What follows belongs to an exercise in optimizing a design on an open flow for small area, a short achievable clock period and few clock cycles; a production flow would make more cautious choices.
At most, simulation tests tie the RTL to the original design; equivalence was not proved.
For runs 3 and 4, only the layout was checked, not whether the RTL still works.
Power figures rest on the tool's default switching activity, not on a simulated workload.

`flow/config.mk`:
```
export PLATFORM = sky130hd
export DESIGN_NAME = hid_rx
export DESIGN_NICKNAME = hid_rx
export VERILOG_FILES = /design/flow/design.v
export SDC_FILE = /design/flow/constraint.sdc
export NUM_CORES = 4
export LEC_CHECK = 0
export ABC_AREA = 1
export CAP_MARGIN = 20
export CORE_MARGIN = 2
export CORE_UTILIZATION = 55
export SETUP_SLACK_MARGIN = 2.2
export SLEW_MARGIN = 20
export TNS_END_PERCENT = 20
```
`flow/constraint.sdc`:
```
create_clock -name core_clock -period 4.5 [get_ports {clk}]
set_input_delay 0.9000 -clock core_clock [delete_from_list [all_inputs] [get_ports {clk}]]
set_output_delay 0.9000 -clock core_clock [all_outputs]
set_load 0.01 [all_outputs]
```
`flow/design.v`:
```
module hid_keyval (
    input  wire [7:0] code,
    input  wire       shift,
    output wire [7:0] val
);
wire new_n19, new_n20, new_n21, new_n22, new_n23, new_n24, new_n25,
    new_n26, new_n27, new_n28, new_n29, new_n30, new_n31, new_n32, new_n33,
    new_n34, new_n35, new_n36, new_n37, new_n38, new_n39, new_n40, new_n41,
    new_n42, new_n43, new_n44, new_n45, new_n46, new_n47, new_n48, new_n49,
    new_n50, new_n51, new_n52, new_n53, new_n54, new_n55, new_n56, new_n57,
    new_n58, new_n59, new_n60, new_n61, new_n62, new_n63, new_n64, new_n65,
    new_n66, new_n67, new_n68, new_n69, new_n70, new_n71, new_n73, new_n74,
    new_n75, new_n76, new_n77, new_n78, new_n79, new_n80, new_n81, new_n82,
    new_n83, new_n84, new_n85, new_n86, new_n87, new_n88, new_n89, new_n90,
    new_n91, new_n92, new_n93, new_n94, new_n95, new_n96, new_n97, new_n98,
    new_n99, new_n100, new_n101, new_n102, new_n103, new_n104, new_n106,
    new_n107, new_n108, new_n109, new_n110, new_n111, new_n112, new_n113,
    new_n114, new_n115, new_n116, new_n117, new_n118, new_n119, new_n120,
    new_n121, new_n122, new_n123, new_n124, new_n125, new_n126, new_n127,
    new_n128, new_n129, new_n130, new_n131, new_n132, new_n133, new_n135,
    new_n136, new_n137, new_n138, new_n139, new_n140, new_n141, new_n142,
    new_n143, new_n144, new_n145, new_n146, new_n147, new_n148, new_n149,
    new_n150, new_n151, new_n152, new_n153, new_n154, new_n156, new_n157,
    new_n158, new_n159, new_n160, new_n161, new_n162, new_n163, new_n164,
    new_n165, new_n166, new_n167, new_n168, new_n169, new_n170, new_n171,
    new_n172, new_n173, new_n174, new_n175, new_n176, new_n177, new_n178,
    new_n180, new_n181, new_n182, new_n183, new_n184, new_n185, new_n186,
    new_n187, new_n188, new_n189, new_n190, new_n191, new_n192, new_n193,
    new_n194, new_n195, new_n197, new_n198, new_n199, new_n200, new_n201,
    new_n202, new_n203, new_n204;
  assign new_n19 = code[5] & ~code[6];
  assign new_n20 = ~code[7] & new_n19;
  assign new_n21 = ~code[2] & ~code[4];
  assign new_n22 = ~code[3] & new_n21;
  assign new_n23 = new_n20 & new_n22;
  assign new_n24 = code[2] & code[4];
  assign new_n25 = code[1] & new_n24;
  assign new_n26 = code[3] & new_n25;
  assign new_n27 = ~code[5] & ~code[7];
  assign new_n28 = ~code[6] & new_n27;
  assign new_n29 = ~new_n22 & new_n28;
  assign new_n30 = ~new_n26 & new_n29;
  assign new_n31 = ~new_n23 & ~new_n30;
  assign new_n32 = ~code[0] & ~new_n31;
  assign new_n33 = ~code[3] & new_n20;
  assign new_n34 = ~shift & new_n33;
  assign new_n35 = code[1] & code[4];
  assign new_n36 = code[0] & ~new_n35;
  assign new_n37 = ~new_n25 & ~new_n36;
  assign new_n38 = new_n34 & new_n37;
  assign new_n39 = ~code[0] & code[1];
  assign new_n40 = code[3] & code[4];
  assign new_n41 = code[2] & new_n40;
  assign new_n42 = new_n28 & new_n41;
  assign new_n43 = new_n39 & new_n42;
  assign new_n44 = code[0] & code[1];
  assign new_n45 = ~code[2] & ~new_n44;
  assign new_n46 = code[3] & ~new_n45;
  assign new_n47 = ~code[0] & ~code[1];
  assign new_n48 = ~code[4] & ~new_n47;
  assign new_n49 = new_n20 & new_n48;
  assign new_n50 = new_n46 & new_n49;
  assign new_n51 = ~code[1] & ~code[2];
  assign new_n52 = ~code[0] & new_n51;
  assign new_n53 = code[0] & shift;
  assign new_n54 = code[2] & ~code[4];
  assign new_n55 = code[1] & new_n54;
  assign new_n56 = new_n53 & new_n55;
  assign new_n57 = ~new_n52 & ~new_n56;
  assign new_n58 = new_n20 & ~new_n57;
  assign new_n59 = code[6] & new_n27;
  assign new_n60 = ~code[2] & code[4];
  assign new_n61 = ~code[3] & new_n60;
  assign new_n62 = new_n39 & new_n61;
  assign new_n63 = code[3] & ~code[4];
  assign new_n64 = code[2] & new_n63;
  assign new_n65 = ~new_n39 & new_n64;
  assign new_n66 = ~new_n62 & ~new_n65;
  assign new_n67 = new_n59 & ~new_n66;
  assign new_n68 = ~new_n43 & ~new_n50;
  assign new_n69 = ~new_n38 & new_n68;
  assign new_n70 = ~new_n58 & ~new_n67;
  assign new_n71 = new_n69 & new_n70;
  assign val[0] = new_n32 | ~new_n71;
  assign new_n73 = code[0] & ~code[1];
  assign new_n74 = ~new_n39 & ~new_n73;
  assign new_n75 = new_n30 & ~new_n74;
  assign new_n76 = code[2] & shift;
  assign new_n77 = new_n73 & ~new_n76;
  assign new_n78 = ~code[1] & new_n60;
  assign new_n79 = ~new_n39 & ~new_n55;
  assign new_n80 = ~new_n77 & ~new_n78;
  assign new_n81 = new_n79 & new_n80;
  assign new_n82 = new_n33 & new_n81;
  assign new_n83 = shift & new_n50;
  assign new_n84 = code[3] & new_n20;
  assign new_n85 = new_n52 & new_n84;
  assign new_n86 = code[4] & new_n85;
  assign new_n87 = new_n61 & new_n73;
  assign new_n88 = ~code[2] & new_n39;
  assign new_n89 = new_n63 & new_n88;
  assign new_n90 = ~new_n65 & ~new_n87;
  assign new_n91 = ~new_n89 & new_n90;
  assign new_n92 = new_n59 & ~new_n91;
  assign new_n93 = new_n20 & new_n61;
  assign new_n94 = code[1] & new_n93;
  assign new_n95 = new_n20 & new_n64;
  assign new_n96 = new_n44 & new_n95;
  assign new_n97 = ~shift & new_n44;
  assign new_n98 = new_n42 & new_n97;
  assign new_n99 = ~new_n94 & ~new_n96;
  assign new_n100 = ~new_n98 & new_n99;
  assign new_n101 = ~new_n75 & ~new_n82;
  assign new_n102 = ~new_n83 & ~new_n86;
  assign new_n103 = new_n101 & new_n102;
  assign new_n104 = ~new_n92 & new_n100;
  assign val[1] = ~new_n103 | ~new_n104;
  assign new_n106 = new_n47 & new_n59;
  assign new_n107 = new_n61 & new_n106;
  assign new_n108 = ~shift & new_n39;
  assign new_n109 = ~new_n73 & ~new_n108;
  assign new_n110 = new_n95 & ~new_n109;
  assign new_n111 = new_n23 & ~new_n47;
  assign new_n112 = new_n24 & new_n53;
  assign new_n113 = new_n47 & new_n54;
  assign new_n114 = ~new_n25 & ~new_n112;
  assign new_n115 = ~new_n113 & new_n114;
  assign new_n116 = new_n33 & ~new_n115;
  assign new_n117 = ~code[2] & new_n44;
  assign new_n118 = code[2] & ~new_n44;
  assign new_n119 = ~new_n117 & ~new_n118;
  assign new_n120 = new_n30 & new_n119;
  assign new_n121 = ~code[0] & new_n24;
  assign new_n122 = new_n34 & new_n121;
  assign new_n123 = new_n64 & new_n106;
  assign new_n124 = code[1] & ~shift;
  assign new_n125 = ~new_n44 & ~new_n124;
  assign new_n126 = new_n93 & new_n125;
  assign new_n127 = ~new_n123 & ~new_n126;
  assign new_n128 = ~new_n85 & ~new_n107;
  assign new_n129 = ~new_n110 & ~new_n111;
  assign new_n130 = new_n128 & new_n129;
  assign new_n131 = ~new_n116 & ~new_n120;
  assign new_n132 = ~new_n122 & new_n127;
  assign new_n133 = new_n131 & new_n132;
  assign val[2] = ~new_n130 | ~new_n133;
  assign new_n135 = new_n40 & ~new_n47;
  assign new_n136 = new_n20 & ~new_n135;
  assign new_n137 = new_n21 & new_n73;
  assign new_n138 = code[4] & shift;
  assign new_n139 = new_n88 & ~new_n138;
  assign new_n140 = ~code[1] & ~shift;
  assign new_n141 = ~new_n47 & ~new_n140;
  assign new_n142 = code[2] & ~new_n48;
  assign new_n143 = ~new_n141 & new_n142;
  assign new_n144 = ~new_n51 & ~new_n97;
  assign new_n145 = ~code[3] & ~code[4];
  assign new_n146 = ~new_n144 & new_n145;
  assign new_n147 = new_n136 & ~new_n137;
  assign new_n148 = ~new_n139 & new_n147;
  assign new_n149 = ~new_n143 & ~new_n146;
  assign new_n150 = new_n148 & new_n149;
  assign new_n151 = ~code[3] & new_n45;
  assign new_n152 = ~new_n46 & ~new_n151;
  assign new_n153 = new_n30 & ~new_n152;
  assign new_n154 = ~new_n123 & ~new_n153;
  assign val[3] = new_n150 | ~new_n154;
  assign new_n156 = code[1] & code[3];
  assign new_n157 = new_n76 & new_n156;
  assign new_n158 = code[4] & new_n28;
  assign new_n159 = ~new_n157 & new_n158;
  assign new_n160 = ~new_n151 & new_n159;
  assign new_n161 = new_n53 & new_n95;
  assign new_n162 = new_n52 & new_n138;
  assign new_n163 = new_n54 & new_n124;
  assign new_n164 = ~new_n162 & ~new_n163;
  assign new_n165 = new_n20 & ~new_n164;
  assign new_n166 = ~new_n44 & new_n61;
  assign new_n167 = new_n64 & new_n74;
  assign new_n168 = ~new_n166 & ~new_n167;
  assign new_n169 = new_n59 & ~new_n168;
  assign new_n170 = ~shift & ~new_n24;
  assign new_n171 = ~new_n35 & new_n170;
  assign new_n172 = ~new_n47 & new_n138;
  assign new_n173 = ~new_n117 & ~new_n172;
  assign new_n174 = ~new_n171 & new_n173;
  assign new_n175 = new_n33 & ~new_n174;
  assign new_n176 = ~new_n160 & ~new_n161;
  assign new_n177 = ~new_n165 & ~new_n169;
  assign new_n178 = ~new_n175 & new_n177;
  assign val[4] = ~new_n176 | ~new_n178;
  assign new_n180 = shift & new_n73;
  assign new_n181 = ~new_n24 & ~new_n97;
  assign new_n182 = ~new_n180 & new_n181;
  assign new_n183 = code[3] & ~new_n182;
  assign new_n184 = shift & new_n44;
  assign new_n185 = ~code[3] & ~new_n184;
  assign new_n186 = new_n21 & ~new_n185;
  assign new_n187 = new_n61 & new_n140;
  assign new_n188 = new_n136 & ~new_n187;
  assign new_n189 = ~new_n186 & new_n188;
  assign new_n190 = ~new_n183 & new_n189;
  assign new_n191 = ~shift & new_n30;
  assign new_n192 = new_n42 & new_n124;
  assign new_n193 = ~new_n43 & ~new_n123;
  assign new_n194 = ~new_n192 & new_n193;
  assign new_n195 = ~new_n191 & new_n194;
  assign val[5] = new_n190 | ~new_n195;
  assign new_n197 = code[4] & new_n73;
  assign new_n198 = new_n33 & new_n197;
  assign new_n199 = ~new_n23 & ~new_n42;
  assign new_n200 = new_n184 & ~new_n199;
  assign new_n201 = ~new_n30 & ~new_n96;
  assign new_n202 = ~new_n161 & ~new_n198;
  assign new_n203 = new_n201 & new_n202;
  assign new_n204 = new_n127 & ~new_n200;
  assign val[6] = ~new_n203 | ~new_n204;
  assign val[7] = 1'b0;
endmodule
module hid_rx (
    input  wire        clk,
    input  wire        rst,
    input  wire        in_valid,
    output wire        in_ready,
    input  wire [1:0]  in_class,      
    input  wire [7:0]  in_len,
    input  wire [63:0] in_data,       
    input  wire        hs_we,
    input  wire [2:0]  hs_id,
    input  wire        hs_en,
    output reg         res_valid,
    output reg  [7:0]  res_code,
    output reg  [47:0] res_data,
    output reg         ev_valid,
    input  wire        ev_ready,
    output reg  [2:0]  ev_id,
    output reg         ev_t,
    output reg         ev_deliver,
    output reg  [7:0]  kbd_lastkey,
    output reg         kbd_pressed,
    output reg  [15:0] ptr_x,
    output reg  [15:0] ptr_y,
    output reg         ptr_primary,
    output reg  [9:0]  btn_prev,
    output reg  [2:0]  drop_flags     
);
    localparam [1:0] CLS_NONE = 2'd0, CLS_KBD = 2'd1, CLS_PTR = 2'd2, CLS_GEN = 2'd3;
    localparam [7:0] R_OK    = 8'h00;
    localparam [7:0] D_SHORT = 8'h10;
    localparam [7:0] D_STATE = 8'h11;
    localparam [7:0] D_KEY   = 8'h15;
    reg  rdy;
    assign in_ready = rdy;
    wire accept = in_valid & rdy;
    wire [7:0] b0 = in_data[7:0];
    wire       shift = b0[1] | b0[5];
    wire [7:0] kcode [0:5];
    wire [7:0] kval  [0:5];
    wire [5:0] krec;          
    wire [5:0] knz;           
    genvar k;
    generate
        for (k = 0; k < 6; k = k + 1) begin : g_key
            assign kcode[k] = in_data[8*(k+2) +: 8];
            hid_keyval u_kv (.code(kcode[k]), .shift(shift), .val(kval[k]));
            assign krec[k] = hid_keyrec(kcode[k]);
            assign knz[k]  = (kcode[k] != 8'd0);
        end
    endgenerate
    wire [5:0] ksel = {krec[5],
                       krec[4] & ~krec[5],
                       krec[3] & ~|krec[5:4],
                       krec[2] & ~|krec[5:3],
                       krec[1] & ~|krec[5:2],
                       krec[0] & ~|krec[5:1]};
    function hid_keyrec;
        input [7:0] c;
        begin
            case (c[6:3])
                4'h0:    hid_keyrec = c[2];
                4'h1, 4'h2, 4'h3, 4'h4, 4'h6: hid_keyrec = 1'b1;
                4'h5:    hid_keyrec = (c[2:0] == 3'd0) | c[2] | (c[1] & c[0]);
                4'h7:    hid_keyrec = c[2:0] == 3'd0;
                4'h9:    hid_keyrec = c[2:0] == 3'd2 || c[2:0] == 3'd4 || c[2:0] == 3'd5 || c[2:0] == 3'd7;
                4'hA:    hid_keyrec = ~c[2] & ~(c[1] & c[0]);
                default: hid_keyrec = 1'b0;
            endcase
            hid_keyrec = hid_keyrec & ~c[7];
        end
    endfunction
    wire in_short = (in_class == CLS_KBD) ? (in_len[7:3] == 5'd0) :
                    (in_class == CLS_PTR) ? ((in_len[7:2] == 6'd0) && (in_len[1:0] != 2'd3)) :
                                            (in_len[7:2] == 6'd0);
    reg         r_v;
    reg  [1:0]  r_cls;
    reg         r_short;
    reg         r_b0;        
    reg  [7:0]  r_b1;
    reg  [7:0]  r_b2;
    reg  [3:0]  r_b3;        
    reg  [47:0] r_kv;        
    reg  [5:0]  r_sel;
    reg  [2:0]  r_unrec;     
    reg         r_c0z;
    always @(posedge clk) begin
        r_cls   <= in_class;
        r_short <= in_short;
        r_b0    <= b0[0];
        r_b1    <= in_data[15:8];
        r_b2    <= in_data[23:16];
        r_b3    <= in_data[31:28];
        r_kv    <= {kval[5], kval[4], kval[3], kval[2], kval[1], kval[0]};
        r_sel   <= ksel;
        r_unrec <= {|(knz[5:4] & ~krec[5:4]), |(knz[3:2] & ~krec[3:2]), |(knz[1:0] & ~krec[1:0])};
        r_c0z   <= ~knz[0];
        if (rst) begin
            r_v    <= 1'b0;
        end else begin
            r_v    <= accept;
        end
    end
    wire is_kbd = r_v && (r_cls == CLS_KBD) && !r_short;
    wire is_ptr = r_v && (r_cls == CLS_PTR) && !r_short;
    wire is_gen = r_v && (r_cls == CLS_GEN) && !r_short;
    wire [9:0] gbits   = {r_b3[3], r_b3[0], r_b3[1], r_b3[2], r_b2[5:0]};
    wire       r_any   = |r_sel;
    wire       unrec   = |r_unrec;
    wire [7:0] in_bits = {in_data[28], in_data[29], in_data[30], in_data[21:16]};
    wire [7:0] in_prev = is_gen ? gbits[7:0] : btn_prev[7:0];
    wire [7:0] in_chg  = in_bits ^ in_prev;
    wire       in_push = accept && (in_class == CLS_GEN) && (in_len[7:2] != 6'd0) &&
                         (in_chg != 8'd0);
    reg [7:0] klast;
    integer j;
    always @(*) begin
        klast = 8'd0;
        for (j = 0; j < 6; j = j + 1)
            klast = klast | (r_kv[8*j +: 8] & {8{r_sel[j]}});
    end
    wire [8:0] px_lo, py_lo;
    hid_add8 u_ax (.a(ptr_x[7:0]), .b(r_b1), .s(px_lo));
    hid_add8 u_ay (.a(ptr_y[7:0]), .b(r_b2), .s(py_lo));
    wire [7:0] px_inc, px_dec, py_inc, py_dec;
    hid_step8 u_sx (.a(ptr_x[15:8]), .inc(px_inc), .dec(px_dec));
    hid_step8 u_sy (.a(ptr_y[15:8]), .inc(py_inc), .dec(py_dec));
    wire [7:0] px_hi1 = r_b1[7] ? ptr_x[15:8] : px_inc;
    wire [7:0] px_hi0 = r_b1[7] ? px_dec : ptr_x[15:8];
    wire [7:0] py_hi1 = r_b2[7] ? ptr_y[15:8] : py_inc;
    wire [7:0] py_hi0 = r_b2[7] ? py_dec : ptr_y[15:8];
    wire [7:0] px_hi = px_lo[8] ? px_hi1 : px_hi0;
    wire [7:0] py_hi = py_lo[8] ? py_hi1 : py_hi0;
    always @(posedge clk) begin
        res_code <= (r_cls == CLS_NONE)  ? D_STATE :
                    r_short              ? D_SHORT :
                    (is_kbd && unrec)  ? D_KEY : R_OK;
        res_data <= r_short                ? 48'd0 :
                    (r_cls == CLS_KBD)     ? r_kv :
                    (r_cls == CLS_PTR)     ? {15'd0, r_b0, {8{r_b2[7]}}, r_b2, {8{r_b1[7]}}, r_b1} :
                    (r_cls == CLS_GEN)     ? {38'd0, gbits} : 48'd0;
    end
    reg [7:0] handlers;
    always @(posedge clk) begin
        if (rst) begin
            handlers    <= 8'd0;
            res_valid   <= 1'b0;
            kbd_lastkey <= 8'd0;
            kbd_pressed <= 1'b0;
            ptr_x       <= 16'd0;
            ptr_y       <= 16'd0;
            ptr_primary <= 1'b0;
            btn_prev    <= 10'd0;
            drop_flags  <= 3'd0;
        end else begin
            if (hs_we)
                handlers[hs_id] <= hs_en;
            res_valid <= r_v;
            if (r_v && r_cls == CLS_NONE)
                drop_flags[1] <= 1'b1;
            if (r_v && r_cls != CLS_NONE && r_short)
                drop_flags[0] <= 1'b1;
            if (is_kbd) begin
                kbd_lastkey <= klast | (kbd_lastkey & {8{~r_any}});
                if (r_c0z)
                    kbd_pressed <= 1'b0;
                else if (r_any)
                    kbd_pressed <= 1'b1;
                if (unrec)
                    drop_flags[2] <= 1'b1;
            end
            if (is_ptr) begin
                ptr_x       <= {px_hi, px_lo[7:0]};
                ptr_y       <= {py_hi, py_lo[7:0]};
                ptr_primary <= r_b0;
            end
            if (is_gen)
                btn_prev <= gbits;
        end
    end
    reg  [7:0] q_mask [0:2];
    reg  [7:0] q_dlv  [0:2];
    reg  [2:0] q_v;
    reg  [2:0] q_hd;          
    reg  [2:0] q_tl;
    reg  [7:0] w_mask, w_dlv;
    reg        w_v;
    reg        w_last;
    reg  [7:0] ev_btn;
    wire [7:0] w_low  = w_mask & ~{w_mask[6:0] | {w_mask[5:0], 1'b0} | {w_mask[4:0], 2'b0} |
                                   {w_mask[3:0], 3'b0} | {w_mask[2:0], 4'b0} | {w_mask[1:0], 5'b0} |
                                   {w_mask[0], 6'b0}, 1'b0};
    wire [7:0] w_rest = w_mask & ~w_low;
    wire [2:0] w_id   = {|w_low[7:4], |{w_low[7:6], w_low[3:2]},
                         |{w_low[7], w_low[5], w_low[3], w_low[1]}};
    wire load   = !ev_valid || ev_ready;
    wire w_take = !w_v || (load && w_last);      
    wire h_v    = |(q_hd & q_v);
    wire pop    = w_take && h_v;
    wire [7:0] h_mask = ({8{q_hd[0]}} & q_mask[0]) | ({8{q_hd[1]}} & q_mask[1]) |
                        ({8{q_hd[2]}} & q_mask[2]);
    wire [7:0] h_dlv  = ({8{q_hd[0]}} & q_dlv[0]) | ({8{q_hd[1]}} & q_dlv[1]) |
                        ({8{q_hd[2]}} & q_dlv[2]);
    wire [2:0] q_v_n = (q_v & ~({3{pop}} & q_hd)) | ({3{in_push}} & q_tl);
    function one8;
        input [7:0] m;
        integer b;
        reg seen, two;
        begin
            seen = 1'b0; two = 1'b0;
            for (b = 0; b < 8; b = b + 1) begin
                two  = two | (seen & m[b]);
                seen = seen | m[b];
            end
            one8 = seen & ~two;
        end
    endfunction
    wire w_two = one8(w_rest);
    always @(posedge clk) begin
        if (rst) begin
            q_v        <= 3'd0;
            q_hd       <= 3'b001;
            q_tl       <= 3'b001;
            w_v        <= 1'b0;
            rdy        <= 1'b0;
            ev_btn     <= 8'd0;
            ev_valid   <= 1'b0;
            ev_id      <= 3'd0;
            ev_t       <= 1'b0;
            ev_deliver <= 1'b0;
        end else begin
            q_v <= q_v_n;
            if (in_push) q_tl <= {q_tl[1:0], q_tl[2]};
            if (pop)  q_hd <= {q_hd[1:0], q_hd[2]};
            rdy <= !(&q_v_n);
            if (w_take)
                w_v <= h_v;
            if (load) begin
                ev_valid <= w_v;
                if (w_v) begin
                    ev_id      <= w_id;
                    ev_t       <= ~|(w_low & ev_btn);
                    ev_deliver <= |(w_low & w_dlv);
                    ev_btn     <= ev_btn ^ w_low;
                end
            end
        end
    end
    integer e;
    always @(posedge clk) begin
        if (w_take) begin
            w_mask <= h_mask;
            w_dlv  <= h_dlv;
            w_last <= one8(h_mask);
        end else if (load) begin
            w_mask <= w_rest;
            w_last <= w_two;
        end
        for (e = 0; e < 3; e = e + 1) begin
            if (q_tl[e] && !q_v[e]) begin
                q_mask[e] <= in_chg;
                q_dlv[e]  <= handlers;
            end
        end
    end
endmodule
module hid_add8 (
    input  wire [7:0] a,
    input  wire [7:0] b,
    output wire [8:0] s
);
    wire [7:0] g = a & b;
    wire [7:0] p = a ^ b;
    wire g10 = g[1] | (p[1] & g[0]);
    wire g32 = g[3] | (p[3] & g[2]);
    wire p32 = p[3] & p[2];
    wire g54 = g[5] | (p[5] & g[4]);
    wire g76 = g[7] | (p[7] & g[6]);
    wire p76 = p[7] & p[6];
    wire g30 = g32 | (p32 & g10);
    wire g20 = g[2] | (p[2] & g10);
    wire g64 = g[6] | (p[6] & g54);
    wire p54 = p[5] & p[4];
    wire g74 = g76 | (p76 & g54);
    wire p74 = p76 & p54;
    wire p64 = p[6] & p54;
    wire [8:0] c;
    assign c[0] = 1'b0;
    assign c[1] = g[0];
    assign c[2] = g10;
    assign c[3] = g20;
    assign c[4] = g30;
    assign c[5] = g[4] | (p[4] & g30);
    assign c[6] = g54 | (p54 & g30);
    assign c[7] = g64 | (p64 & g30);
    assign c[8] = g74 | (p74 & g30);
    assign s = {c[8], p ^ c[7:0]};
endmodule
module hid_step8 (
    input  wire [7:0] a,
    output wire [7:0] inc,
    output wire [7:0] dec
);
    genvar i;
    generate
        for (i = 0; i < 8; i = i + 1) begin : g_b
            if (i == 0) begin : g_0
                assign inc[0] = ~a[0];
                assign dec[0] = ~a[0];
            end else begin : g_n
                assign inc[i] = a[i] ^ (&a[i-1:0]);
                assign dec[i] = a[i] ^ ~(|a[i-1:0]);
            end
        end
    endgenerate
endmodule
```
`flow/flow/run.sh`:
```
#!/bin/bash
# The standard layout, with plain buf_1 cells as the port buffers; after
# global placement the input-port buffers (which drive the decode logic) are
# resized up (flow/inbuf.tcl). The resizer sizes any of them further where
# timing needs it.
set -euo pipefail
export BUFFER_PORTS_ARGS="-buffer_cell sky130_fd_sc_hd__buf_1"
export POST_GLOBAL_PLACE_TCL="$PWD/flow/inbuf.tcl"
bash standard.sh > standard_flow.log 2>&1
```
`flow/flow/inbuf.tcl`:
```
# Resize the buffers that buffer_ports put on the input ports.
set block [ord::get_db_block]
set n 0
foreach bterm [$block getBTerms] {
  if {[$bterm getIoType] != "INPUT"} { continue }
  set net [$bterm getNet]
  if {$net == "NULL"} { continue }
  foreach iterm [$net getITerms] {
    set inst [$iterm getInst]
    if {[[$inst getMaster] getName] == "sky130_fd_sc_hd__buf_1"} {
      replace_cell [$inst getName] sky130_fd_sc_hd__buf_4
      incr n
    }
  }
}
puts "inbuf.tcl: resized $n input-port buffers to sky130_fd_sc_hd__buf_4"
```
`flow/standard.sh`:
```
#!/bin/bash
# synth_recipe.tcl (not shown) runs the flow's synth.tcl, then flattens the netlist and writes it again
# the make line also repeats each setting of config.mk as NAME=value (left out here)
make -C /OpenROAD-flow-scripts/flow DESIGN_CONFIG=/design/flow/config.mk WORK_HOME=/design/flow/orfs CLKGATE_MAP_FILE= SYNTH_SCRIPT=/design/flow/synth_recipe.tcl "${@:-finish}"
```
==> summary.txt, run 1 <==
result of the run: complete, no violations
max-slew headroom at the worst pin: 41.6%
post-detailed-route wirelength per cell: 17.5 µm
post-DR vias/cell: 5.85
quantity of I/O buffers inserted on ports: 189
ys async rst share: 0%
antenna viol nets, final: 0
Detailed Route Iter0 Violations: 1583
H-tree depth: 1
cells along the critical path: buf_4, ha_1, inv_1, ha_1, o21ai_0, nor3_1, o21ai_0, nand2_1, nand4_1, inv_1, o21ai_0
leading post-synthesis cells by cell area: sky130_fd_sc_hd__dfxtp_1 (28%), sky130_fd_sc_hd__edfxtp_1 (13%), sky130_fd_sc_hd__nand2_1 (10%), sky130_fd_sc_hd__nor2_1 (6.7%), sky130_fd_sc_hd__inv_1 (6.6%)
CP max stage delay: 0.29 ns
share of the clock period used by the worst path: 50.0%
Yosys cell types: 57
worst IR drop on VDD: 0.000267 V
total global routing overflow: 0
setup-violating endpoint count in the final report: 0
global-route wire length before repair: 73.7 mm
standard cell with the maximum stage delay on the critical path: sky130_fd_sc_hd__ha_1
clock-pin slew of the registers on the worst-case setup and hold paths: 0.06 ns
critical path peak fanout: 8
WP data required: 4.91 ns
post-synthesis cell type with the largest combined area: sky130_fd_sc_hd__dfxtp_1
fin crit period: 2.25 ns
Clk Latency, worst-skew pair: 0.55 ns
drt first pass iters: 7
start point of the worst hold path: r_kv[36]$_DFF_P_
library cell with the highest instance count after synthesis: sky130_fd_sc_hd__nand2_1
CTS Root Buffer Type: sky130_fd_sc_hd__clkbuf_16
critical path launch point: in_data[57]
Final Max Tran Viols: 0
number of synthesized register bits: 279
number of vias in the routed layout: 15800
yosys warns: 5
Mapped Cells: 2130
Min-Delay Path Class: reg2reg
full die area: 29500 µm²
internal power consumption: 0.00455 W
kind of start point of the critical path: primary input
fmax: 444 MHz
post-synthesis sequential area ratio: 40.2%
wire length after detailed routing: 47.4 mm
Net Sw Frac: 26.2%
clock network fraction of design power: 42.1%
utilization after layout: 64.9%
Worst path most repeated cell: sky130_fd_sc_hd__o21ai_0
total routing usage reported by global routing: 31.0%
post-synthesis instance area: 15500 µm²
unrepaired setup endpoints after global routing: yes
maximum number of pins on one net before global-route repair: 54
DIE WIDTH: 172 µm
Cell Rows: 61
Post-Syn Area per Cell: 7.28 µm²
setup TNS: 0 ns
number of antenna diodes: 0
buffer depth of the longest clock path: 3
TritonCTS clock tree: yes
share of layout cells above drive strength 1: 8.85%
Comb power frac: 12.9%
vias in the first global route: 14500
Boundary Pins: 202
category of cells accounting for the largest share of critical-path delay: buffers and inverters
max-capacitance violation count: 0
Hold Violations, Final: 0
NetSw: 0.00162 W
Residual DRC: 0
placed wire-length estimate after detailed placement: 34.3 mm
main flop type after synthesis: sky130_fd_sc_hd__dfxtp_1
antenna violations before repair: 0
number of enable-type register cells in the synthesized netlist: 65
r2r startpoint: r_b2[7]$_DFF_P_
CTS buffer count: 29
initial core utilization: 55.8%
share of the synthesized area in the top cell type: 27.6%
die boundary height: 172 µm
WS Path Type: in2reg
Num Clock Sinks: 279
Crit path arrival time: 2.66 ns
element type at the critical path end: register
cell area power density: 342 nW/µm²
sequential cell fraction of total power: 45.0%
LEAKAGE: 8.08 nW
Worst Hold Slack: 0.424 ns
area grow syn2layout: 16.3%
nets@finish: 2474
core region area: 27800 µm²
worst clock skew on the final layout: 0.0154 ns
number of buffers and inverters on the critical path: 3
worst slew pin tran: 0.875 ns
Post-synth top cells: sky130_fd_sc_hd__nand2_1 (420), sky130_fd_sc_hd__nor2_1 (277), sky130_fd_sc_hd__inv_1 (273)
worst register-to-register path: cells and delay by family, from the launching register on:
kind,cells,cell delay [ns]
buffers and inverters,1,0.18
DFF,1,0.41
adders and majority gates,1,0.34
AOI/OAI and AO/OA,5,0.93
and+or+nand+nor,2,0.23
power groups by stage:
stage	Clock (W)	Sequential, W	Combinational [W]
finish	0.00259	0.00278	0.000796
global route	0.00272	0.00279	0.000885
CTS	0.00262	0.00278	0.000760
detailed placement	0	0.00283	0.000751
global placement	0	0.00283	0.000720
floorplan	0	0.00280	0.000498
sequential cells by signal (all words and copies together), names as in the netlist, 10 cells and up:
| signal | cells |
|---|---|
| btn_prev | 10 |
| ptr_x | 16 |
| ptr_y | 16 |
| q_dlv | 24 |
| q_mask | 24 |
| r_kv | 42 |
| res_data | 45 |
layout by cell type, fill, tap and decap left out, types with 20 or more instances in the layout:
cell type / Yosys / final
sky130_fd_sc_hd__inv_1: 273 / 270
sky130_fd_sc_hd__o21ai_0: 154 / 148
sky130_fd_sc_hd__ha_1: 79 / 79
sky130_fd_sc_hd__clkbuf_16: 0 / 29
sky130_fd_sc_hd__nor3_1: 64 / 64
sky130_fd_sc_hd__edfxtp_1: 65 / 65
sky130_fd_sc_hd__nand3_1: 123 / 121
sky130_fd_sc_hd__a31oi_1: 23 / 20
sky130_fd_sc_hd__nand4_1: 35 / 35
sky130_fd_sc_hd__a21oi_1: 121 / 119
sky130_fd_sc_hd__o22ai_1: 21 / 20
sky130_fd_sc_hd__o2111ai_1: 23 / 22
sky130_fd_sc_hd__buf_4: 9 / 102
sky130_fd_sc_hd__buf_1: 6 / 112
sky130_fd_sc_hd__dfxtp_1: 214 / 208
sky130_fd_sc_hd__nand2_1: 420 / 414
sky130_fd_sc_hd__nor2_1: 277 / 275
path summary, 6_finish.rpt:
| kind | endpoint | slack, ns | depth (start not counted) |
|---|---|---|---|
| worst min register to register | res_data[36]$_SDFF_PP0_ | 0.42 | 2 |
| worst min-delay path | res_data[36]$_SDFF_PP0_ | 0.42 | 2 |
| worst max-delay path | r_unrec[2]$_DFF_P_ | 2.25 | 11 |
| worst max register to register | ptr_y[14]$_SDFFE_PP0P_ | 2.30 | 9 |
metal layers:
metal  routed length [µm]  vias up  share of wire [%]  global-route usage [%]
met1                18900     7224                 40                    39.8
met4                 2060        0                4.3                    13.1
li1                     -     7517                  -                       -
met5                    0        -                  0                       0
met2                22100      930                 47                    52.3
met3                 4440      167                9.4                    4.62
area by class of cell:
| type | instances | area [µm²] |
|---|---|---|
| clock buffers | 34 | 754 |
| clock inverters | 19 | 280 |
| fillers | 2461 | 9750 |
| inverters | 284 | 1080 |
| multi-input cells | 1497 | 8010 |
| flip-flops and latches | 279 | 6250 |
| well taps | 378 | 473 |
| repair buffers | 215 | 1190 |
metrics by stage:
step / cells / setup slack [ns] / area (µm²) / power (W)
4_1_cts: 2692 / 2.20 / 17800 / 0.00615
5_1_grt: 2706 / 2.13 / 18000 / 0.00639
6_report: 2706 / 2.25 / 18000 / 0.00617
3_5_place_dp: 2633 / 1.38 / 16700 / 0.00358
3_3_place_gp: 2633 / 1.41 / 16400 / 0.00355
2_1_floorplan: 2136 / 2.17 / 15500 / 0.00330
kinds of logic after synthesis:
kind of cell               share of synthesized area (%)
adders and majority gates                           7.15
AOI/OAI and AO/OA                                   17.1
xor gates and xnor gates                           0.452
and+or+nand+nor                                     25.9
buffers and inverters                               9.18
other                                             0.0242
DFF                                                 40.2
timing repair:
action                                  4_1_cts  5_1_grt
hold buffers                                  0        0
pin swaps                                     4        8
gates cloned                                  2        2
buffers inserted                              4       12
gates resized for setup                      13       30
endpoints found under the setup margin       31       37
Testbench counts, summed over its fixed seeds: cycles 16,185.
==> run 2: changes to the inputs <==
--- a/flow/config.mk
+++ b/flow/config.mk
@@ -8,7 +8,7 @@
 export ABC_AREA = 1
 export CAP_MARGIN = 20
 export CORE_MARGIN = 2
-export CORE_UTILIZATION = 55
+export CORE_UTILIZATION = 60
 export SETUP_SLACK_MARGIN = 2.2
 export SLEW_MARGIN = 20
 export TNS_END_PERCENT = 20
==> run 2 against run 1 <==
  * Still clean on timing, DRC and antenna
  * Cell count decreased by 1.8%
  * Clock power decreased by 8.5%
  * Total power decreased by 3.6%
  * Count of clock-buffer cells in the layout increased by 1
  * Worst hold slack improved by 0.0041 ns
  * Routed wire length decreased by 0.74%
  * Critical path type unchanged
  * Largest power group unchanged
==> summary.txt, run 2 <==
result of the run: complete, no violations
antenna violations before repair: 0 (unchanged)
Num Clock Sinks: 279 (unchanged)
largest registers: res_data x45, r_kv x42
Reg with most FFs: res_data
worst slew pin tran: 0.870 ns (-0.00482 ns)
Mapped Cells: 2130 (unchanged)
Worst Hold Slack: 0.428 ns (+0.00407 ns)
Hold Violations, Final: 0 (unchanged)
buffer depth of the longest clock path: 3 (unchanged)
Final Max Tran Viols: 0 (unchanged)
antenna viol nets, final: 0 (unchanged)
fin crit period: 2.27 ns (+0.0186 ns)
max-slew headroom at the worst pin: 41.9% (+0.32 points)
DIE WIDTH: 165 µm (-4.2%)
worst clock skew on the final layout: 0.00902 ns (-0.00638 ns)
share of the clock period used by the worst path: 50.4% (+0.41 points)
Boundary Pins: 202 (unchanged)
main flop type after synthesis: sky130_fd_sc_hd__dfxtp_1
H-tree depth: 1 (unchanged)
ys async rst share: 0% (unchanged)
initial core utilization: 61.4% (+5.6 points)
core region area: 25300 µm² (-9.1%)
Setup crit end: r_kv[18]$_DFF_P_
library cell with the highest instance count after synthesis: sky130_fd_sc_hd__nand2_1
depth of the worst register-to-register path: 13 (+4)
WP data required: 4.90 ns (about the same)
Crit path arrival time: 2.67 ns (about the same)
capture point of the worst reg-to-reg path: ptr_x[11]$_SDFFE_PP0P_
full die area: 27100 µm² (-8.1%)
CTS buffer count: 27 (-6.9%)
global-route wire length before repair: 72.1 mm (-2.2%)
total global routing overflow: 0 (unchanged)
quantity of I/O buffers inserted on ports: 189 (unchanged)
post-synthesis cell type with the largest combined area: sky130_fd_sc_hd__dfxtp_1
yosys warns: 5 (unchanged)
post-detailed-route wirelength per cell: 17.7 µm (+1.1%)
share of the synthesized area in the top cell type: 27.6% (unchanged)
leading post-synthesis cells by cell area: sky130_fd_sc_hd__dfxtp_1 (28%), sky130_fd_sc_hd__edfxtp_1 (13%), sky130_fd_sc_hd__nand2_1 (10%), sky130_fd_sc_hd__nor2_1 (6.7%), sky130_fd_sc_hd__inv_1 (6.6%)
vias in the first global route: 14300 (-1.4%)
wire length after detailed routing: 47.1 mm (-0.74%)
Clk Latency, worst-skew pair: 0.54 ns (about the same)
placed wire-length estimate after detailed placement: 33.7 mm (-1.8%)
critical path peak fanout: 28 (+20)
share of layout cells above drive strength 1: 9.20% (+0.35 points)
critical path launch point: in_data[5]
number of vias in the routed layout: 15700 (-0.62%)
commonest cells after routing, fill and taps aside: sky130_fd_sc_hd__nand2_1 (414), sky130_fd_sc_hd__nor2_1 (274), sky130_fd_sc_hd__inv_1 (267)
drt first pass iters: 6 (-1)
FILL cells: 1999 (-19%)
Post-Syn Area per Cell: 7.28 µm² (unchanged)
kind of start point of the critical path: primary input
Post-synth top cells: sky130_fd_sc_hd__nand2_1 (420), sky130_fd_sc_hd__nor2_1 (277), sky130_fd_sc_hd__inv_1 (273)
unrepaired setup endpoints after global routing: yes
nets@finish: 2474 (unchanged)
post-synthesis sequential area ratio: 40.2% (unchanged)
fmax: 441 MHz (-0.82%)
leading cell type in the layout, fill and taps excluded: sky130_fd_sc_hd__nand2_1
post-DR vias/cell: 5.92 (+1.2%)
Cell Rows: 58 (-4.9%)
element type at the critical path end: register
Detailed Route Iter0 Violations: 1584 (+0.063%)
number of antenna diodes: 0 (unchanged)
worst IR drop on VDD: 0.000301 V (+13%)
Register-to-Register Setup Slack: 2.23 ns (-0.07 ns)
setup TNS: 0 ns (unchanged)
number of synthesized register bits: 279 (unchanged)
total routing usage reported by global routing: 33.2% (+2.2 points)
Residual DRC: 0 (unchanged)
post-synthesis instance area: 15500 µm² (unchanged)
clock-pin slew of the registers on the worst-case setup and hold paths: 0.06 ns (about the same)
flip-flop count of the largest register, all copies and words added: 45 (unchanged)
area grow syn2layout: 15.6%
setup-violating endpoint count in the final report: 0 (unchanged)
CTS Root Buffer Type: sky130_fd_sc_hd__clkbuf_16
Yosys cell types: 57 (unchanged)
LEAKAGE: 8.04 nW (-0.54%)
WS Path Type: in2reg
Min-Delay Path Class: reg2reg
hold_buf cts: 0 (unchanged)
r2r startpoint: r_b1[0]$_DFF_P_
TritonCTS clock tree: yes
number of enable-type register cells in the synthesized netlist: 65 (unchanged)
die boundary height: 165 µm (-4.2%)
maximum number of pins on one net before global-route repair: 54 (unchanged)
cell area power density: 332 nW/µm² (-3.0%)
max-capacitance violation count: 0 (unchanged)
## run 2: what timing repair did
action                                  CTS  global route
gates cloned                              2             3
endpoints found under the setup margin   25            39
gates resized for setup                  13            36
setup buffers                             4            14
pin swaps                                 4            10
## run 2: worst min path at each step
stage / from / to / slack, ns / depth (start not counted)
global route: in_data[12] / r_b1[4]$_DFF_P_ / 0.45 / 1
finish: r_c0z$_DFF_P_ / kbd_pressed$_SDFFE_PP0P_ / 0.43 / 1
floorplan: r_c0z$_DFF_P_ / kbd_pressed$_SDFFE_PP0P_ / 0.39 / 1
CTS: r_c0z$_DFF_P_ / kbd_pressed$_SDFFE_PP0P_ / 0.42 / 1
global placement: r_c0z$_DFF_P_ / kbd_pressed$_SDFFE_PP0P_ / 0.40 / 1
detailed placement: r_c0z$_DFF_P_ / kbd_pressed$_SDFFE_PP0P_ / 0.41 / 1
## run 2: power breakdown
group	internal, W	switching [W]
registers	0.00269	0.0000878
clock network	0.00140	0.000967
logic	0.000264	0.000536
## run 2: per-layer routing
layer	track usage, %	wire length (µm)	vias to the layer above
met5	0	0	-
met4	14.7	2060	0
met3	4.62	4070	168
met2	56.4	22400	944
met1	42.1	18500	7100
li1	-	-	7528
## run 2: critical path, cell delays in order
cell	delay, ns
sky130_fd_sc_hd__buf_4	0.12
sky130_fd_sc_hd__nor2_4	0.15
sky130_fd_sc_hd__clkinvlp_4	0.28
sky130_fd_sc_hd__buf_4	0.35
sky130_fd_sc_hd__nor2_1	0.18
sky130_fd_sc_hd__inv_1	0.10
sky130_fd_sc_hd__a31oi_1	0.28
sky130_fd_sc_hd__o31a_1	0.19
sky130_fd_sc_hd__nand4_1	0.10
## run 2: final cells by class
class / count / area (µm²) / area share [%]
multi-input cells: 1498 / 8040 / 44.9
clock inverters: 15 / 191 / 1.07
well taps: 330 / 413 / 2.30
flip-flops and latches: 279 / 6250 / 34.9
inverters: 284 / 1080 / 6.01
repair buffers: 216 / 1200 / 6.71
clock buffers: 35 / 746 / 4.16
## run 2: cells by family (layout without fill, tap and decap cells)
kind of cell,count (synthesis),after routing,synth area share [%]
buf+inv,364,550,9.18
flops,279,279,40.2
compound gates,438,440,17.1
simple gates,955,958,25.9
other cells,1,7,0.0242
xor+xnor,8,8,0.452
fa+ha+maj,85,85,7.15
## run 2: through the flow
stage               instance area, µm²  total power [W]  cells  util, %  setup slack, ns
finish                           17900          0.00594   2657     71.0             2.23
global route                     17900          0.00616   2657     71.0             2.11
detailed placement               16700          0.00357   2584     66.0             1.44
floorplan                        15500          0.00330   2136        -             2.17
CTS                              17700          0.00591   2640     70.1             2.18
global placement                 16400          0.00353   2584     64.8             1.45
==> run 3: changes to the inputs <==
--- a/flow/design.v
+++ b/flow/design.v
@@ -236,7 +236,7 @@
     output reg  [2:0]  ev_id,
     output reg         ev_t,
     output reg         ev_deliver,
-    output reg  [7:0]  kbd_lastkey,
+    output wire [7:0]  kbd_lastkey,
     output reg         kbd_pressed,
     output reg  [15:0] ptr_x,
     output reg  [15:0] ptr_y,
@@ -253,6 +253,9 @@
     assign in_ready = rdy;
     wire accept = in_valid & rdy;
     wire [7:0] b0 = in_data[7:0];
+    wire [7:0] b1 = in_data[15:8];
+    wire [7:0] b2 = in_data[23:16];
+    wire [7:0] b3 = in_data[31:24];
     wire       shift = b0[1] | b0[5];
     wire [7:0] kcode [0:5];
     wire [7:0] kval  [0:5];
@@ -273,6 +276,8 @@
                        krec[2] & ~|krec[5:3],
                        krec[1] & ~|krec[5:2],
                        krec[0] & ~|krec[5:1]};
+    wire       kany   = |krec;
+    wire       kunrec = |(knz & ~krec);
     function hid_keyrec;
         input [7:0] c;
         begin
@@ -291,79 +296,51 @@
     wire in_short = (in_class == CLS_KBD) ? (in_len[7:3] == 5'd0) :
                     (in_class == CLS_PTR) ? ((in_len[7:2] == 6'd0) && (in_len[1:0] != 2'd3)) :
                                             (in_len[7:2] == 6'd0);
-    reg         r_v;
-    reg  [1:0]  r_cls;
-    reg         r_short;
-    reg         r_b0;        
-    reg  [7:0]  r_b1;
-    reg  [7:0]  r_b2;
-    reg  [3:0]  r_b3;        
-    reg  [47:0] r_kv;        
-    reg  [5:0]  r_sel;
-    reg  [2:0]  r_unrec;     
-    reg         r_c0z;
-    always @(posedge clk) begin
-        r_cls   <= in_class;
-        r_short <= in_short;
-        r_b0    <= b0[0];
-        r_b1    <= in_data[15:8];
-        r_b2    <= in_data[23:16];
-        r_b3    <= in_data[31:28];
-        r_kv    <= {kval[5], kval[4], kval[3], kval[2], kval[1], kval[0]};
-        r_sel   <= ksel;
-        r_unrec <= {|(knz[5:4] & ~krec[5:4]), |(knz[3:2] & ~krec[3:2]), |(knz[1:0] & ~krec[1:0])};
-        r_c0z   <= ~knz[0];
-        if (rst) begin
-            r_v    <= 1'b0;
-        end else begin
-            r_v    <= accept;
-        end
-    end
-    wire is_kbd = r_v && (r_cls == CLS_KBD) && !r_short;
-    wire is_ptr = r_v && (r_cls == CLS_PTR) && !r_short;
-    wire is_gen = r_v && (r_cls == CLS_GEN) && !r_short;
-    wire [9:0] gbits   = {r_b3[3], r_b3[0], r_b3[1], r_b3[2], r_b2[5:0]};
-    wire       r_any   = |r_sel;
-    wire       unrec   = |r_unrec;
-    wire [7:0] in_bits = {in_data[28], in_data[29], in_data[30], in_data[21:16]};
-    wire [7:0] in_prev = is_gen ? gbits[7:0] : btn_prev[7:0];
-    wire [7:0] in_chg  = in_bits ^ in_prev;
-    wire       in_push = accept && (in_class == CLS_GEN) && (in_len[7:2] != 6'd0) &&
-                         (in_chg != 8'd0);
-    reg [7:0] klast;
-    integer j;
-    always @(*) begin
-        klast = 8'd0;
-        for (j = 0; j < 6; j = j + 1)
-            klast = klast | (r_kv[8*j +: 8] & {8{r_sel[j]}});
-    end
+    wire is_none = accept && (in_class == CLS_NONE);
+    wire is_kbd  = accept && (in_class == CLS_KBD) && !in_short;
+    wire is_ptr  = accept && (in_class == CLS_PTR) && !in_short;
+    wire is_gen  = accept && (in_class == CLS_GEN) && !in_short;
+    wire is_shrt = accept && (in_class != CLS_NONE) && in_short;
+    wire [9:0] gbits   = {b3[7], b3[4], b3[5], b3[6], b2[5:0]};
+    wire [7:0] changed = gbits[7:0] ^ btn_prev[7:0];
+    wire       push    = is_gen && (changed != 8'd0);
     wire [8:0] px_lo, py_lo;
-    hid_add8 u_ax (.a(ptr_x[7:0]), .b(r_b1), .s(px_lo));
-    hid_add8 u_ay (.a(ptr_y[7:0]), .b(r_b2), .s(py_lo));
+    hid_add8 u_ax (.a(ptr_x[7:0]), .b(b1), .s(px_lo));
+    hid_add8 u_ay (.a(ptr_y[7:0]), .b(b2), .s(py_lo));
     wire [7:0] px_inc, px_dec, py_inc, py_dec;
     hid_step8 u_sx (.a(ptr_x[15:8]), .inc(px_inc), .dec(px_dec));
     hid_step8 u_sy (.a(ptr_y[15:8]), .inc(py_inc), .dec(py_dec));
-    wire [7:0] px_hi1 = r_b1[7] ? ptr_x[15:8] : px_inc;
-    wire [7:0] px_hi0 = r_b1[7] ? px_dec : ptr_x[15:8];
-    wire [7:0] py_hi1 = r_b2[7] ? ptr_y[15:8] : py_inc;
-    wire [7:0] py_hi0 = r_b2[7] ? py_dec : ptr_y[15:8];
+    wire [7:0] px_hi1 = b1[7] ? ptr_x[15:8] : px_inc;
+    wire [7:0] px_hi0 = b1[7] ? px_dec : ptr_x[15:8];
+    wire [7:0] py_hi1 = b2[7] ? ptr_y[15:8] : py_inc;
+    wire [7:0] py_hi0 = b2[7] ? py_dec : ptr_y[15:8];
     wire [7:0] px_hi = px_lo[8] ? px_hi1 : px_hi0;
     wire [7:0] py_hi = py_lo[8] ? py_hi1 : py_hi0;
+    reg  [7:0] handlers;
+    reg  [6:0] k_sel;         
+    reg  [7:0] k_last;        
+    reg [7:0] klast;
+    integer j;
+    always @(*) begin
+        klast = k_last & {8{k_sel[6]}};
+        for (j = 0; j < 6; j = j + 1)
+            klast = klast | (res_data[8*j +: 8] & {8{k_sel[j]}});
+    end
+    assign kbd_lastkey = klast;
     always @(posedge clk) begin
-        res_code <= (r_cls == CLS_NONE)  ? D_STATE :
-                    r_short              ? D_SHORT :
-                    (is_kbd && unrec)  ? D_KEY : R_OK;
-        res_data <= r_short                ? 48'd0 :
-                    (r_cls == CLS_KBD)     ? r_kv :
-                    (r_cls == CLS_PTR)     ? {15'd0, r_b0, {8{r_b2[7]}}, r_b2, {8{r_b1[7]}}, r_b1} :
-                    (r_cls == CLS_GEN)     ? {38'd0, gbits} : 48'd0;
+        res_code <= is_none              ? D_STATE :
+                    is_shrt              ? D_SHORT :
+                    (is_kbd && kunrec)   ? D_KEY : R_OK;
+        res_data <= is_kbd ? {kval[5], kval[4], kval[3], kval[2], kval[1], kval[0]} :
+                    is_ptr ? {15'd0, b0[0], {8{b2[7]}}, b2, {8{b1[7]}}, b1} :
+                    is_gen ? {38'd0, gbits} : 48'd0;
     end
-    reg [7:0] handlers;
     always @(posedge clk) begin
         if (rst) begin
             handlers    <= 8'd0;
             res_valid   <= 1'b0;
-            kbd_lastkey <= 8'd0;
+            k_sel       <= 7'b1000000;
+            k_last      <= 8'd0;
             kbd_pressed <= 1'b0;
             ptr_x       <= 16'd0;
             ptr_y       <= 16'd0;
@@ -373,24 +350,25 @@
         end else begin
             if (hs_we)
                 handlers[hs_id] <= hs_en;
-            res_valid <= r_v;
-            if (r_v && r_cls == CLS_NONE)
+            res_valid <= accept;
+            k_last    <= klast;
+            k_sel     <= (is_kbd && kany) ? {1'b0, ksel} : 7'b1000000;
+            if (is_none)
                 drop_flags[1] <= 1'b1;
-            if (r_v && r_cls != CLS_NONE && r_short)
+            if (is_shrt)
                 drop_flags[0] <= 1'b1;
             if (is_kbd) begin
-                kbd_lastkey <= klast | (kbd_lastkey & {8{~r_any}});
-                if (r_c0z)
+                if (!knz[0])
                     kbd_pressed <= 1'b0;
-                else if (r_any)
+                else if (kany)
                     kbd_pressed <= 1'b1;
-                if (unrec)
+                if (kunrec)
                     drop_flags[2] <= 1'b1;
             end
             if (is_ptr) begin
                 ptr_x       <= {px_hi, px_lo[7:0]};
                 ptr_y       <= {py_hi, py_lo[7:0]};
-                ptr_primary <= r_b0;
+                ptr_primary <= b0[0];
             end
             if (is_gen)
                 btn_prev <= gbits;
@@ -398,6 +376,7 @@
     end
     reg  [7:0] q_mask [0:2];
     reg  [7:0] q_dlv  [0:2];
+    reg  [2:0] q_one;         
     reg  [2:0] q_v;
     reg  [2:0] q_hd;          
     reg  [2:0] q_tl;
@@ -419,7 +398,8 @@
                         ({8{q_hd[2]}} & q_mask[2]);
     wire [7:0] h_dlv  = ({8{q_hd[0]}} & q_dlv[0]) | ({8{q_hd[1]}} & q_dlv[1]) |
                         ({8{q_hd[2]}} & q_dlv[2]);
-    wire [2:0] q_v_n = (q_v & ~({3{pop}} & q_hd)) | ({3{in_push}} & q_tl);
+    wire       h_one  = |(q_hd & q_one);
+    wire [2:0] q_v_n = (q_v & ~({3{pop}} & q_hd)) | ({3{push}} & q_tl);
     function one8;
         input [7:0] m;
         integer b;
@@ -448,7 +428,7 @@
             ev_deliver <= 1'b0;
         end else begin
             q_v <= q_v_n;
-            if (in_push) q_tl <= {q_tl[1:0], q_tl[2]};
+            if (push) q_tl <= {q_tl[1:0], q_tl[2]};
             if (pop)  q_hd <= {q_hd[1:0], q_hd[2]};
             rdy <= !(&q_v_n);
             if (w_take)
@@ -469,15 +449,16 @@
         if (w_take) begin
             w_mask <= h_mask;
             w_dlv  <= h_dlv;
-            w_last <= one8(h_mask);
+            w_last <= h_one;
         end else if (load) begin
             w_mask <= w_rest;
             w_last <= w_two;
         end
         for (e = 0; e < 3; e = e + 1) begin
             if (q_tl[e] && !q_v[e]) begin
-                q_mask[e] <= in_chg;
+                q_mask[e] <= changed;
                 q_dlv[e]  <= handlers;
+                q_one[e]  <= one8(changed);
             end
         end
     end
==> flow/flow/run.sh (replaced) <==
#!/bin/bash
# The standard layout, with plain buf_1 cells as the port buffers
# (the resizer sizes them up where timing needs it).
set -euo pipefail
export BUFFER_PORTS_ARGS="-buffer_cell sky130_fd_sc_hd__buf_1"
bash standard.sh > standard_flow.log 2>&1
--- a/flow/config.mk
+++ b/flow/config.mk
@@ -5,10 +5,8 @@
 export SDC_FILE = /design/flow/constraint.sdc
 export NUM_CORES = 4
 export LEC_CHECK = 0
-export ABC_AREA = 1
 export CAP_MARGIN = 20
 export CORE_MARGIN = 2
 export CORE_UTILIZATION = 60
 export SETUP_SLACK_MARGIN = 2.2
 export SLEW_MARGIN = 20
-export TNS_END_PERCENT = 20
removed: flow/flow/inbuf.tcl
==> run 3 against run 2 <==
  * Core utilization up 6.5 points
  * Die area decreased by 7.0%
  * Still clean
  * Critical endpoint is now kbd_lastkey[1]
  * Highest routed layer unchanged
  * First-iteration DRC count is 27% higher
  * Fmax shrank 11%
  * Clock skew rose by 0.015 ns
  * Global-route usage rose by 3.5 points
  * Largest power group unchanged
==> summary.txt, run 3 <==
result of the run: complete, no violations
share of the synthesized area in the top cell type: 20.0% (-7.6 points)
CTS buffer count: 24 (-11%)
Min-Delay Path Class: reg2reg
post-synthesis cell type with the largest combined area: sky130_fd_sc_hd__dfxtp_1
drt first pass iters: 8 (+2)
post-DR vias/cell: 6.71 (+13%)
Cell Rows: 56 (-3.4%)
share of layout cells above drive strength 1: 21.1% (+12 points)
total global routing overflow: 0 (unchanged)
critical path peak fanout: 4 (-86%)
leading cell type in the layout, fill and taps excluded: sky130_fd_sc_hd__nand2_1
Post-synth top cells: sky130_fd_sc_hd__nand2_1 (160), sky130_fd_sc_hd__dfxtp_1 (144), sky130_fd_sc_hd__a21oi_1 (134)
fin crit period: 2.56 ns (+0.288 ns)
flip-flop count of the largest register, all copies and words added: 45 (unchanged)
share of the clock period used by the worst path: 56.8% (+6.4 points)
buffer depth of the longest clock path: 3 (unchanged)
quantity of I/O buffers inserted on ports: 189 (unchanged)
library cell with the highest instance count after synthesis: sky130_fd_sc_hd__nand2_1
worst slew pin tran: 1.11 ns (+0.245 ns)
DIE WIDTH: 159 µm (-3.6%)
core region area: 23500 µm² (-7.1%)
hold_buf cts: 0 (unchanged)
total routing usage reported by global routing: 36.7% (+3.5 points)
Yosys cell types: 96 (+68%)
Worst Hold Slack: 0.450 ns (+0.0219 ns)
area grow syn2layout: 26.4%
vias in the first global route: 14000 (-2.3%)
number of synthesized register bits: 212 (-24%)
Design Area, Final: 18200 µm² (+1.5%)
routability cong.: 1.02
global-route wire length before repair: 76.1 mm (+5.6%)
LEAKAGE: 6.64 nW (-17%)
element type at the critical path end: output port
kind of start point of the critical path: register
Hold Path End: ptr_primary$_SDFFE_PP0P_
post-synthesis instance area: 14400 µm² (-7.2%)
cell area power density: 269 nW/µm² (-19%)
commonest cells after routing, fill and taps aside: sky130_fd_sc_hd__nand2_1 (155), sky130_fd_sc_hd__buf_1 (147), sky130_fd_sc_hd__dfxtp_1 (132)
ys async rst share: 0% (unchanged)
TritonCTS clock tree: yes
setup TNS: 0 ns (unchanged)
number of enable-type register cells in the synthesized netlist: 68 (+4.6%)
maximum number of pins on one net before global-route repair: 69 (+28%)
Register-to-Register Setup Slack: 2.08 ns (-0.15 ns)
start point of the worst hold path: ptr_primary$_SDFFE_PP0P_
max-capacitance violation count: 0 (unchanged)
setup-violating endpoint count in the final report: 0 (unchanged)
die boundary height: 159 µm (-3.6%)
Final Max Tran Viols: 0 (unchanged)
initial core utilization: 61.3% (-0.090 points)
Num Clock Sinks: 212 (-24%)
number of antenna diodes: 0 (unchanged)
post-synthesis sequential area ratio: 34.2% (-6.0 points)
placed cell areas: 15600 µm² (-6.4%)
antenna viol nets, final: 0 (unchanged)
CTS Root Buffer Type: sky130_fd_sc_hd__clkbuf_16
fmax: 391 MHz (-11%)
Crit path arrival time: 1.66 ns (-1.01 ns)
nets@finish: 2131 (-14%)
max-slew headroom at the worst pin: 25.3% (-17 points)
r2r startpoint: ptr_y[0]$_SDFFE_PP0P_
wire length after detailed routing: 50.0 mm (+6.2%)
Post-Syn Area per Cell: 8.24 µm² (+13%)
worst hold path stage count: 2 (+1)
Reg with most FFs: res_data
yosys warns: 5 (unchanged)
placed wire-length estimate after detailed placement: 32.2 mm (-4.5%)
WS Path Type: reg2out
largest registers: res_data x45, q_dlv x24, q_mask x24
capture point of the worst reg-to-reg path: ptr_y[11]$_SDFFE_PP0P_
final setup slack of the worst path: 1.94 ns (-0.288 ns)
leading post-synthesis cells by cell area: sky130_fd_sc_hd__dfxtp_1 (20%), sky130_fd_sc_hd__edfxtp_1 (14%), sky130_fd_sc_hd__ha_1 (6.9%), sky130_fd_sc_hd__a21oi_1 (4.7%), sky130_fd_sc_hd__nand2_1 (4.2%)
full die area: 25200 µm² (-7.0%)
Mapped Cells: 1746 (-18%)
pre-CTS setup slack: 0.891 ns (-0.546 ns)
post-detailed-route wirelength per cell: 21.8 µm (+23%)
main flop type after synthesis: sky130_fd_sc_hd__dfxtp_1
unrepaired setup endpoints after global routing: yes
WP data required: 3.60 ns (-1.30 ns)
Residual DRC: 0 (unchanged)
Hold Violations, Final: 0 (unchanged)
antenna violations before repair: 0 (unchanged)
Power, Total: 0.00488 W (-18%)
number of vias in the routed layout: 15400 (-1.9%)
H-tree depth: 1 (unchanged)
Clk Latency, worst-skew pair: 0.54 ns (about the same)
Detailed Route Iter0 Violations: 2012 (+27%)
depth of the worst register-to-register path: 9 (-4)
worst clock skew on the final layout: 0.0240 ns (+0.0150 ns)
Boundary Pins: 202 (unchanged)
clock-pin slew of the registers on the worst-case setup and hold paths: 0.06 ns (about the same)
worst IR drop on VDD: 0.000261 V (-13%)
[run 3: final cells by class]
class,instances,area [µm²]
Multi-Input combinational cell,1323,9770
Tap cell,319,399
Fill cell,1656,5290
Clock inverter,5,42.5
Sequential cell,212,4950
Inverter,78,347
Timing Repair Buffer,324,1990
Clock buffer,38,687
[run 3: power by group]
part           total, W  switching, W  internal, W
Combinational  0.000945      0.000582     0.000363
Sequential      0.00210     0.0000626      0.00204
Clock           0.00184      0.000791      0.00105
[run 3: kinds of logic (layout without fill, tap and decap cells)]
group	after synthesis	after routing	share of synthesized area, %
flip-flops	212	212	34.2
AND/OR/NAND/NOR	631	634	22.3
other	1	7	0.0261
XOR/XNOR	27	27	1.64
multiplexers	32	32	2.32
adder cells (fa/ha/maj)	87	87	7.84
AO/OA/AOI/OAI	536	536	25.5
buffers and inverters	220	445	6.12
[run 3: worst max-delay path by stage]
stage	end	startpoint	depth (start not counted)	slack, ns
2_1_floorplan	ptr_y[11]$_SDFFE_PP0P_	in_data[16]	10	1.69
3_3_place_gp	drop_flags[2]$_SDFFE_PP0P_	in_data[49]	8	0.95
3_5_place_dp	drop_flags[2]$_SDFFE_PP0P_	in_data[49]	9	0.89
4_1_cts	kbd_lastkey[1]	k_sel[6]$_SDFF_PP1_	3	1.98
5_1_grt	kbd_lastkey[1]	k_sel[6]$_SDFF_PP1_	3	1.86
6_report	kbd_lastkey[1]	k_sel[6]$_SDFF_PP1_	3	1.94
[run 3: repair_timing]
action	in CTS	in global routing
cloned	2	2
setup endpoints to repair	100	73
gates resized for setup	167	108
endpoints found under the hold margin	0	0
setup buffers	70	33
pin swaps	48	54
[run 3: per-stage QoR]
step           util, %  instances
3_5_place_dp      66.4       2149
3_3_place_gp      66.4       2149
2_1_floorplan        -       1752
6_report          77.5       2299
4_1_cts           74.4       2264
5_1_grt           77.5       2299
[run 3: worst max-delay path: stages, from the launching register on]
cell and delay [ns]:
sky130_fd_sc_hd__dfxtp_4 0.36, sky130_fd_sc_hd__a222oi_1 0.39, sky130_fd_sc_hd__nand3_1 0.20, sky130_fd_sc_hd__buf_2 0.19
[run 3: metal layers]
layer  track usage, %  up-vias  wire, µm
met5                0        -         0
met4             14.0        0      2450
met3             4.41      197      4960
met2             63.2     1007     24100
met1             47.3     7243     18500
li1                 -     6988         -
==> run 4: changes to the inputs <==
--- a/flow/config.mk
+++ b/flow/config.mk
@@ -10,3 +10,4 @@
 export CORE_UTILIZATION = 60
 export SETUP_SLACK_MARGIN = 2.2
 export SLEW_MARGIN = 20
+export TNS_END_PERCENT = 20
==> run 4 against run 3 <==
  * Total power is 7.5% higher
  * Worst setup slack lost 0.073 ns
  * Largest power group is now the clock network
  * Cell count shrank 0.78%
  * Register-to-register slack worse by 0.10 ns
  * Sequential power barely moved
==> summary.txt, run 4 <==
result of the run: complete, no violations
share of the synthesized area in the top cell type: 20.0% (unchanged)
cells along the critical path: a222oi_1, buf_4, nand3_4, buf_6
number of vias in the routed layout: 15400 (-0.45%)
NetSw: 0.00145 W (+0.65%)
worst slew pin tran: 0.965 ns (-0.150 ns)
largest registers: res_data x45, q_dlv x24, q_mask x24
hold_buf cts: 0 (unchanged)
sequential cell fraction of total power: 39.9% (-3.1 points)
CTS buffer count: 25 (+4.2%)
TritonCTS clock tree: yes
fmax: 380 MHz (-2.8%)
post-synthesis cell type with the largest combined area: sky130_fd_sc_hd__dfxtp_1
total global routing overflow: 0 (unchanged)
nets@finish: 2112 (-0.89%)
WS Path Type: reg2out
maximum number of pins on one net before global-route repair: 76 (+10%)
wire length after detailed routing: 49.4 mm (-1.3%)
post-detailed-route wirelength per cell: 21.6 µm (-0.51%)
Mapped Cells: 1746 (unchanged)
cell area power density: 297 nW/µm² (+11%)
critical path launch point: k_sel[3]$_SDFF_PP0_
kind of start point of the critical path: register
Boundary Pins: 202 (unchanged)
share of layout cells above drive strength 1: 16.0% (-5.1 points)
library cell with the highest instance count after synthesis: sky130_fd_sc_hd__nand2_1
element type at the critical path end: output port
Setup crit end: kbd_lastkey[3]
die boundary height: 159 µm (unchanged)
Post-Syn Area per Cell: 8.24 µm² (unchanged)
area grow syn2layout: 22.8%
fin crit period: 2.63 ns (+0.0727 ns)
clock network fraction of design power: 43.3% (+5.6 points)
max-capacitance violation count: 0 (unchanged)
GR met2 Demand/Resource: 62.8% (-0.36 points)
initial core utilization: 61.3% (unchanged)
setup-violating endpoint count in the final report: 0 (unchanged)
depth of the worst register-to-register path: 7 (-2)
placed wire-length estimate after detailed placement: 32.7 mm (+1.7%)
GRT busiest layer: met2
commonest cells after routing, fill and taps aside: sky130_fd_sc_hd__nand2_1 (160), sky130_fd_sc_hd__buf_1 (155), sky130_fd_sc_hd__dfxtp_1 (138)
leading cell type in the layout, fill and taps excluded: sky130_fd_sc_hd__nand2_1
Hold Violations, Final: 0 (unchanged)
instance count after placement with tap cells included: 2156 (+0.33%)
Detailed Route Iter0 Violations: 1584 (-21%)
final setup slack of the worst path: 1.87 ns (-0.0727 ns)
r2r startpoint: w_mask[0]$_SDFFCE_PP0P_
vias in the first global route: 14400 (+3.2%)
yosys warns: 5 (unchanged)
Clk Latency, worst-skew pair: 0.55 ns (about the same)
H-tree depth: 1 (unchanged)
number of antenna diodes: 0 (unchanged)
Reg with most FFs: res_data
post-synthesis sequential area ratio: 34.2% (unchanged)
LEAKAGE: 6.57 nW (-1.1%)
Min-Delay Path Class: reg2reg
setup TNS: 0 ns (unchanged)
clock-pin slew of the registers on the worst-case setup and hold paths: 0.06 ns (about the same)
leading post-synthesis cells by cell area: sky130_fd_sc_hd__dfxtp_1 (20%), sky130_fd_sc_hd__edfxtp_1 (14%), sky130_fd_sc_hd__ha_1 (6.9%), sky130_fd_sc_hd__a21oi_1 (4.7%), sky130_fd_sc_hd__nand2_1 (4.2%)
Cell Rows: 56 (unchanged)
Register-to-Register Setup Slack: 1.98 ns (-0.10 ns)
DIE WIDTH: 159 µm (unchanged)
Final Max Tran Viols: 0 (unchanged)
internal power consumption: 0.00380 W (+10%)
core region area: 23500 µm² (unchanged)
FILL cells: 1775 (+7.2%)
number of enable-type register cells in the synthesized netlist: 68 (unchanged)
capture point of the worst reg-to-reg path: ev_t$_SDFFE_PP0P_
number of synthesized register bits: 212 (unchanged)
critical path peak fanout: 8 (+4)
max-slew headroom at the worst pin: 35.5% (+10 points)
==> run 4: cell counts after synthesis <==
Identical to the previous run, type by type.
==> run 4: kinds of logic (layout without fill, tap and decap cells) <==
kind of cell | count (synthesis) | count (layout) | synth area share [%]
adder cells (fa/ha/maj) | 87 | 87 | 7.84
XOR/XNOR | 27 | 27 | 1.64
other | 1 | 7 | 0.0261
flip-flops | 212 | 212 | 34.2
AO/OA/AOI/OAI | 536 | 536 | 25.5
AND/OR/NAND/NOR | 631 | 632 | 22.3
buffers and inverters | 220 | 429 | 6.12
multiplexers | 32 | 32 | 2.32
==> run 4: metrics by stage <==
| step | total power [W] | util [%] | cell area [µm²] | hold slack, ns |
|---|---|---|---|---|
| after floorplan | 0.00263 | - | 14600 | 0.440 |
| after global placement | 0.00286 | 65.5 | 15400 | 0.434 |
| after detailed placement | 0.00287 | 65.5 | 15400 | 0.442 |
| after CTS | 0.00520 | 74.3 | 17400 | 0.452 |
| after global routing | 0.00542 | 75.3 | 17700 | 0.485 |
| final | 0.00525 | 75.3 | 17700 | 0.455 |
==> run 4: final cells by class <==
| class | instances | area [µm²] | area share, % |
|---|---|---|---|
| clock buffer | 33 | 696 | 3.94 |
| tap | 319 | 399 | 2.26 |
| clock inverter | 12 | 225 | 1.27 |
| timing repair buffer | 306 | 1910 | 10.8 |
| sequential | 212 | 4940 | 28.0 |
| inverter | 78 | 332 | 1.88 |
| multi-input combinational | 1321 | 9180 | 51.9 |
==> run 4: worst max-delay path, delay by kind of cell (launching register included) <==
| family | cells | cell delay [ns] |
|---|---|---|
| flops | 1 | 0.38 |
| compound gates | 1 | 0.37 |
| buf+inv | 2 | 0.36 |
| simple gates | 1 | 0.08 |
==> run 4: metal layers <==
layer	part of all wire, %	up-vias
li1	-	6976
met1	37	7241
met2	48	969
met3	9.5	180
met4	5.1	0
met5	0	-
==> run 4: worst min path at each step <==
stage,from,to,cells after the start
finish,drop_flags[2]$_SDFFE_PP0P_,drop_flags[2]$_SDFFE_PP0P_,2
global route,drop_flags[2]$_SDFFE_PP0P_,drop_flags[2]$_SDFFE_PP0P_,2
CTS,drop_flags[2]$_SDFFE_PP0P_,drop_flags[2]$_SDFFE_PP0P_,2
detailed placement,drop_flags[2]$_SDFFE_PP0P_,drop_flags[2]$_SDFFE_PP0P_,2
global placement,drop_flags[1]$_SDFFE_PP0P_,drop_flags[1]$_SDFFE_PP0P_,2
floorplan,ev_btn[1]$_SDFFE_PP0P_,ev_btn[1]$_SDFFE_PP0P_,2
==> run 4: power groups by stage <==
stage | combinational, W | sequential [W] | clock (W)
floorplan | 0.000515 | 0.00212 | 0
global placement | 0.000725 | 0.00213 | 0
detailed placement | 0.000737 | 0.00214 | 0
CTS | 0.000830 | 0.00209 | 0.00228
global route | 0.000953 | 0.00210 | 0.00237
finish | 0.000882 | 0.00210 | 0.00227
==> run 4: timing repair <==
action / in CTS / in global routing
buffers inserted: 64 / 13
gates cloned: 2 / 1
setup endpoints to repair: 102 / 79
gates resized for setup: 159 / 32
pin swaps: 40 / 16
